Context: an optimization exercise on an open-source flow, tuned for small area. The choices shown serve that exercise and are no tape-out recipe.
RTL that was checked went through simulation tests only; none was proved equivalent to the original.
Power and IR drop assume default switching activity.

==> flow/design.v <==
module segment_descriptor_codec (
    input  wire [31:0] base,
    input  wire [31:0] limit,
    input  wire [7:0]  access,
    input  wire [63:0] rec,
    output wire [63:0] enc,
    output wire [31:0] dec_base,
    output wire [31:0] dec_limit,
    output wire        dec_gran
);
    wire bytg = (limit[31:17] == 15'd0) && (!limit[16] || (limit[15:0] == 16'd0));
    wire [19:0] lp = limit[31:12];
    wire [20:0] bw;
    assign bw[0] = ~&limit[11:0];
    genvar i;
    generate for (i = 0; i < 20; i = i + 1) begin : g_dec
        assign bw[i+1] = bw[i] & ~lp[i];
    end endgenerate
    wire [19:0] pg = lp ^ bw[19:0];
    wire [19:0] lim20 = bytg ? limit[19:0] : pg;
    wire [3:0]  flags = {~bytg, 3'b100};
    assign enc = {base[31:24],             
                  flags, lim20[19:16],     
                  access,                  
                  base[23:0],              
                  lim20[15:0]};            
    wire [19:0] raw = {rec[51:48], rec[15:0]};
    assign dec_gran  = rec[55] & rec[54];
    assign dec_base  = {rec[63:56], rec[39:16]};
    assign dec_limit = dec_gran ? {raw, 12'hFFF} : {12'd0, raw};
endmodule
module annette_desc_block (
    input  wire        clk,
    input  wire        rst,           
    input  wire [31:0] table_base,
    input  wire        cpl0,
    output wire        cmd_ready,
    input  wire        cmd_valid,
    input  wire [7:0]  cmd,
    input  wire [31:0] base_in,
    input  wire [31:0] limit_in,
    input  wire [7:0]  access_in,
    input  wire [63:0] rec_in,
    input  wire        res_rd,
    input  wire        wr_valid,
    input  wire [31:0] wr_addr,
    input  wire [1:0]  wr_size,
    output wire [63:0] res,
    output wire [7:0]  status,
    output wire        mem_we,
    output wire [31:0] mem_addr,
    output wire [63:0] mem_wdata,
    input  wire        mem_ready,
    output wire        gdtr_we,
    output wire [15:0] gdtr_limit,
    output wire [31:0] gdtr_base
);
    localparam [2:0] F_ILLEGAL_COMMAND     = 3'd1;
    localparam [2:0] F_NOT_INSTALLED       = 3'd2;
    localparam [2:0] F_ALREADY_INSTALLED   = 3'd3;
    localparam [2:0] F_PRIVILEGE_VIOLATION = 3'd4;
    localparam [2:0] F_TABLE_REGION_WRAP   = 3'd5;
    localparam [2:0] F_TABLE_MUTATED       = 3'd6;
    localparam [2:0] F_READ_UNWRITTEN      = 3'd7;
    reg  [2:0]  st;
    reg  [2:0]  cause;
    reg  [63:0] r;
    wire idle      = ~st[2] & ~st[0];
    wire life      = st[1] & ~st[2];
    wire fault     = |cause;
    wire written   = ~r[63] | r[54];
    wire [63:0] enc_rec;
    wire [31:0] dec_base, dec_limit;
    wire        dec_gran;
    segment_descriptor_codec u_codec (
        .base      (base_in),
        .limit     (limit_in),
        .access    (access_in),
        .rec       (rec_in),
        .enc       (enc_rec),
        .dec_base  (dec_base),
        .dec_limit (dec_limit),
        .dec_gran  (dec_gran)
    );
    wire [1:0]  idx = st[1:0];
    wire [26:0] A   = wr_addr[31:5];
    wire [26:0] T   = table_base[31:5];
    wire [5:0]  lo  = {1'b0, wr_addr[4:0]} - {1'b0, table_base[4:0]};
    wire        bo  = lo[5];
    wire [2:0]  s   = {1'b0, table_base[4:3]} + {1'b0, idx};
    wire [27:0] c;
    wire [26:0] ma;                                  
    assign c[0]  = st[2] ? s[2] : bo;
    assign ma[0] = 1'b1;
    genvar i;
    generate for (i = 0; i < 27; i = i + 1) begin : g_inc
        if (i == 9 || i == 18) begin : g_grp
            assign c[i] = c[0] & (&T[i-1:0]);
        end else if (i > 0) begin : g_rip
            assign c[i] = c[i-1] & T[i-1];
        end
        if (i > 0) begin : g_ma
            assign ma[i] = ma[i-1] & A[i-1];
        end
    end endgenerate
    wire [26:0] TP  = T ^ c[26:0];
    wire [26:0] y   = A ^ TP;
    wire        hi  = ~|(y[26:1] ^ (ma[26:1] & {26{y[0]}}));
    wire [4:0]  ol  = lo[4:0];
    wire        w8  = (&ol[4:3]) & (ol[2:0] != 3'd0);
    wire        w4  = (&ol[4:2]) & (ol[1:0] != 2'd0);
    wire        w2  = &ol;
    wire        wr_hits = hi & (~y[0] | (wr_size == 2'd3 & w8) |
                                      (wr_size == 2'd2 & w4) |
                                      (wr_size == 2'd1 & w2));
    wire       g   = idx[1];    
    assign cmd_ready  = idle;
    assign res        = {r[63:54], 2'b00, r[51:0]};
    assign status     = {1'b0, 1'b0, cause, fault, life, 1'b0};
    assign mem_we     = st[2];
    assign mem_addr   = {TP, s[1:0], table_base[2:0]};
    assign mem_wdata  = {8'h00, g, 1'b1, 6'h00,
                         g, 2'b00, g, g & ~idx[0], 1'b0, g, 1'b0,
                         24'h000000, 2'b00, {14{g}}};
    assign gdtr_we    = ~st[2] & st[0];
    assign gdtr_limit = 16'd31;
    assign gdtr_base  = table_base;
    wire take  = idle & ~fault;
    wire c_cmd = take & cmd_valid;
    wire c_hi  = cmd[7:5] == 3'd0;
    wire k00   = c_hi & (cmd[4:0] == 5'h00);
    wire k01   = c_hi & (cmd[4:0] == 5'h01);
    wire k02   = c_hi & (cmd[4:0] == 5'h02);
    wire k03   = c_hi & (cmd[4:0] == 5'h03);
    wire k04   = c_hi & (cmd[4:0] == 5'h04);
    wire k10   = c_hi & (cmd[4:0] == 5'h10);
    wire k1x   = c_hi & (cmd[4:2] == 3'b100) & (cmd[1:0] != 2'b11) & (cmd[1:0] != 2'b00);
    wire kill  = ~(k00 | k01 | k02 | k03 | k04 | k10 | k1x);
    wire w_enc = c_cmd & k01;
    wire w_db  = c_cmd & k02;
    wire w_dl  = c_cmd & k03;
    wire w_dg  = c_cmd & k04;
    wire w_sel = c_cmd & k1x & life;
    wire w_res = w_enc | w_db | w_dl | w_dg | w_sel;
    wire hold  = ~w_res;
    wire        G    = rec_in[55] & rec_in[54];
    reg  [31:0] lo_new;
    integer k;
    always @* begin
        for (k = 0; k < 32; k = k + 1) begin
            lo_new[k] = w_enc & enc_rec[k];
            lo_new[k] = lo_new[k] | (w_db & dec_base[k]);
            lo_new[k] = lo_new[k] | (w_dl & dec_limit[k]);
        end
        lo_new[0] = lo_new[0] | (w_dg & G);
        lo_new[3] = lo_new[3] | (w_sel & cmd[1]);
        lo_new[4] = lo_new[4] | w_sel;
    end
    wire [2:0] f_new =
        ~c_cmd ? ((take & res_rd & ~written) ? F_READ_UNWRITTEN :
                  (take & ~res_rd & wr_valid & life & wr_hits) ? F_TABLE_MUTATED : 3'd0) :
        kill   ? F_ILLEGAL_COMMAND :
        k10    ? (life ? F_ALREADY_INSTALLED :
                  ((&table_base[31:5]) && (|table_base[4:0])) ? F_TABLE_REGION_WRAP : 3'd0) :
        k1x    ? (life ? 3'd0 : F_NOT_INSTALLED) : 3'd0;
    wire start = c_cmd & k10 & ~life & ~((&table_base[31:5]) && (|table_base[4:0]));
    always @(posedge clk) begin
        if (rst) begin
            st    <= 3'b000;
            cause <= 3'd0;
            r[63] <= 1'b1;
            r[54] <= 1'b0;
        end else begin
            if (f_new != 3'd0)
                cause <= f_new;
            if (w_res) begin
                r[63] <= w_enc & enc_rec[63];
                r[54] <= w_enc;
            end
            if (start)
                st <= 3'b100;
            else if (st[2]) begin
                if (mem_ready) begin
                    if (idx != 2'd3)
                        st <= {1'b1, idx + 2'd1};
                    else if (cpl0)
                        st <= 3'b001;
                    else begin
                        st    <= 3'b000;
                        cause <= F_PRIVILEGE_VIOLATION;
                    end
                end
            end else if (st[0])
                st <= 3'b010;
        end
    end
    always @(posedge clk) begin
        r[62:55] <= ({8{w_enc}}  & enc_rec[62:55]) | ({8{hold}}  & r[62:55]);
        r[53:32] <= ({22{w_enc}} & enc_rec[53:32]) | ({22{hold}} & r[53:32]);
        r[31:0]  <= lo_new | ({32{hold}} & r[31:0]);
    end
endmodule
export LEC_CHECK = 0
export CAP_MARGIN = 20
export CORE_MARGIN = 2
export CORE_UTILIZATION = 40
export SLEW_MARGIN = 20
create_clock -name core_clock -period 10.0 [get_ports {clk}]
standard.sh (not shown) runs the stock make flow with config.mk's settings and CLKGATE_MAP_FILE= SYNTH_SCRIPT=/design/flow/synth_recipe.tcl, a recipe that flattens the netlist after the stock synthesis.
==> flow/flow/run.sh <==
#!/bin/bash
# The standard layout (standard.sh, unchanged synthesis and steps) with
# three placement/CTS choices:
#  - every input and output port still gets its own buffer, made from the
#    smallest buffer cell (buf_1) instead of the default pick;
#  - clock tree from clkbuf_8 cells, without CTS dummy loads;
#  - constant outputs share the tie cells synthesis made (one per value)
#    instead of one tie cell per output.
# Each run's full output goes to standard.log in this folder.
export BUFFER_PORTS_ARGS="-buffer_cell sky130_fd_sc_hd__buf_1"
export CTS_ARGS="-sink_clustering_enable -repair_clock_nets -buf_list sky130_fd_sc_hd__clkbuf_8 -dont_use_dummy_load"
export SKIP_REPAIR_TIE_FANOUT=1
bash standard.sh > standard.log 2>&1
The first run went through all stages and came out clean.
==> next run, changes <==
--- a/flow/design.v
+++ b/flow/design.v
@@ -60,15 +60,15 @@
     localparam [2:0] F_ALREADY_INSTALLED   = 3'd3;
     localparam [2:0] F_PRIVILEGE_VIOLATION = 3'd4;
     localparam [2:0] F_TABLE_REGION_WRAP   = 3'd5;
     localparam [2:0] F_TABLE_MUTATED       = 3'd6;
     localparam [2:0] F_READ_UNWRITTEN      = 3'd7;
-    reg  [2:0]  st;
+    reg  [1:0]  st;
     reg  [2:0]  cause;
     reg  [63:0] r;
-    wire idle      = ~st[2] & ~st[0];
-    wire life      = st[1] & ~st[2];
+    wire idle      = ~st[1];
+    wire life      = st[0];                 
     wire fault     = |cause;
     wire written   = ~r[63] | r[54];
     wire [63:0] enc_rec;
     wire [31:0] dec_base, dec_limit;
     wire        dec_gran;
@@ -80,34 +80,34 @@
         .enc       (enc_rec),
         .dec_base  (dec_base),
         .dec_limit (dec_limit),
         .dec_gran  (dec_gran)
     );
-    wire [1:0]  idx = st[1:0];
+    wire [1:0]  idx = cause[1:0];
     wire [26:0] A   = wr_addr[31:5];
     wire [26:0] T   = table_base[31:5];
     wire [5:0]  lo  = {1'b0, wr_addr[4:0]} - {1'b0, table_base[4:0]};
     wire        bo  = lo[5];
     wire [2:0]  s   = {1'b0, table_base[4:3]} + {1'b0, idx};
     wire [27:0] c;
-    wire [26:0] ma;                                  
-    assign c[0]  = st[2] ? s[2] : bo;
-    assign ma[0] = 1'b1;
+    wire [26:0] TP  = T ^ c[26:0];
+    wire [26:0] y   = A ^ TP;
+    wire [26:0] mb;                                  
+    assign c[0]  = st[1] ? s[2] : bo;
+    assign mb[0] = y[0];
     genvar i;
     generate for (i = 0; i < 27; i = i + 1) begin : g_inc
         if (i == 9 || i == 18) begin : g_grp
             assign c[i] = c[0] & (&T[i-1:0]);
         end else if (i > 0) begin : g_rip
             assign c[i] = c[i-1] & T[i-1];
         end
-        if (i > 0) begin : g_ma
-            assign ma[i] = ma[i-1] & A[i-1];
+        if (i > 0) begin : g_mb
+            assign mb[i] = mb[i-1] & A[i-1];
         end
     end endgenerate
-    wire [26:0] TP  = T ^ c[26:0];
-    wire [26:0] y   = A ^ TP;
-    wire        hi  = ~|(y[26:1] ^ (ma[26:1] & {26{y[0]}}));
+    wire        hi  = ~|(y[26:1] ^ mb[26:1]);       
     wire [4:0]  ol  = lo[4:0];
     wire        w8  = (&ol[4:3]) & (ol[2:0] != 3'd0);
     wire        w4  = (&ol[4:2]) & (ol[1:0] != 2'd0);
     wire        w2  = &ol;
     wire        wr_hits = hi & (~y[0] | (wr_size == 2'd3 & w8) |
@@ -115,16 +115,16 @@
                                       (wr_size == 2'd1 & w2));
     wire       g   = idx[1];    
     assign cmd_ready  = idle;
     assign res        = {r[63:54], 2'b00, r[51:0]};
     assign status     = {1'b0, 1'b0, cause, fault, life, 1'b0};
-    assign mem_we     = st[2];
+    assign mem_we     = st[1] & ~st[0];
     assign mem_addr   = {TP, s[1:0], table_base[2:0]};
     assign mem_wdata  = {8'h00, g, 1'b1, 6'h00,
                          g, 2'b00, g, g & ~idx[0], 1'b0, g, 1'b0,
                          24'h000000, 2'b00, {14{g}}};
-    assign gdtr_we    = ~st[2] & st[0];
+    assign gdtr_we    = st[1] & st[0];
     assign gdtr_limit = 16'd31;
     assign gdtr_base  = table_base;
     wire take  = idle & ~fault;
     wire c_cmd = take & cmd_valid;
     wire c_hi  = cmd[7:5] == 3'd0;
@@ -164,11 +164,11 @@
                   ((&table_base[31:5]) && (|table_base[4:0])) ? F_TABLE_REGION_WRAP : 3'd0) :
         k1x    ? (life ? 3'd0 : F_NOT_INSTALLED) : 3'd0;
     wire start = c_cmd & k10 & ~life & ~((&table_base[31:5]) && (|table_base[4:0]));
     always @(posedge clk) begin
         if (rst) begin
-            st    <= 3'b000;
+            st    <= 2'b00;
             cause <= 3'd0;
             r[63] <= 1'b1;
             r[54] <= 1'b0;
         end else begin
             if (f_new != 3'd0)
@@ -176,24 +176,25 @@
             if (w_res) begin
                 r[63] <= w_enc & enc_rec[63];
                 r[54] <= w_enc;
             end
             if (start)
-                st <= 3'b100;
-            else if (st[2]) begin
+                st <= 2'b10;                     
+            else if (mem_we) begin
                 if (mem_ready) begin
                     if (idx != 2'd3)
-                        st <= {1'b1, idx + 2'd1};
-                    else if (cpl0)
-                        st <= 3'b001;
-                    else begin
-                        st    <= 3'b000;
+                        cause[1:0] <= idx + 2'd1;
+                    else if (cpl0) begin
+                        st    <= 2'b11;
+                        cause <= 3'd0;
+                    end else begin
+                        st    <= 2'b00;
                         cause <= F_PRIVILEGE_VIOLATION;
                     end
                 end
-            end else if (st[0])
-                st <= 3'b010;
+            end else if (st[1])
+                st <= 2'b01;
         end
     end
     always @(posedge clk) begin
         r[62:55] <= ({8{w_enc}}  & enc_rec[62:55]) | ({8{hold}}  & r[62:55]);
         r[53:32] <= ({22{w_enc}} & enc_rec[53:32]) | ({22{hold}} & r[53:32]);
After rerunning: Final cell count rose by 0.86%; clock-buffer cell count does not change; maximum frequency rose by 5.0%; clock power rose by about 3%; setup slack gains 0.36 ns; area after synthesis rose by 1.8%; routed wire length fell by 1.2%; worst hold slack stays flat; die area rose by 1.7%; flip-flop and latch count fell by 1; first-iteration DRC count rose by 1.1%; cell area rose by 1.5%; synthesized cell count rose by 1.5%.
Only the layout flow was run in the second run of this note; the RTL was not checked for function there.

[afterwards: timing with drivers on the ports]
The results above use ideal ports. As a check the final layouts listed here were re-extracted and re-timed, cells and wires unchanged. Step 1, drivers: a clkbuf_16 drives clk and a buf_2 each remaining input, both assumed. Step 2 adds t to the input delays and takes it off the output delays; t is the mean of the earliest and latest rising clock arrival at the registers after step 1. Input paths then give back, and output paths get back, about the clock's delay inside the block. Three values: ideal, step 1, step 2; two values: the first two.
run	shift t [ns]	setup slack, ns	worst setup path at the end	worst register clock-pin slew, ns	worst data-port slew with drivers (ns)
the first run	0.374	2.435 / 2.411 / 2.411	input to output	0.08 / 0.08	0.09
the second run	0.380	2.798 / 2.774 / 2.774	input to output	0.08 / 0.08	0.09
After both steps setup and hold are still met in every run listed.
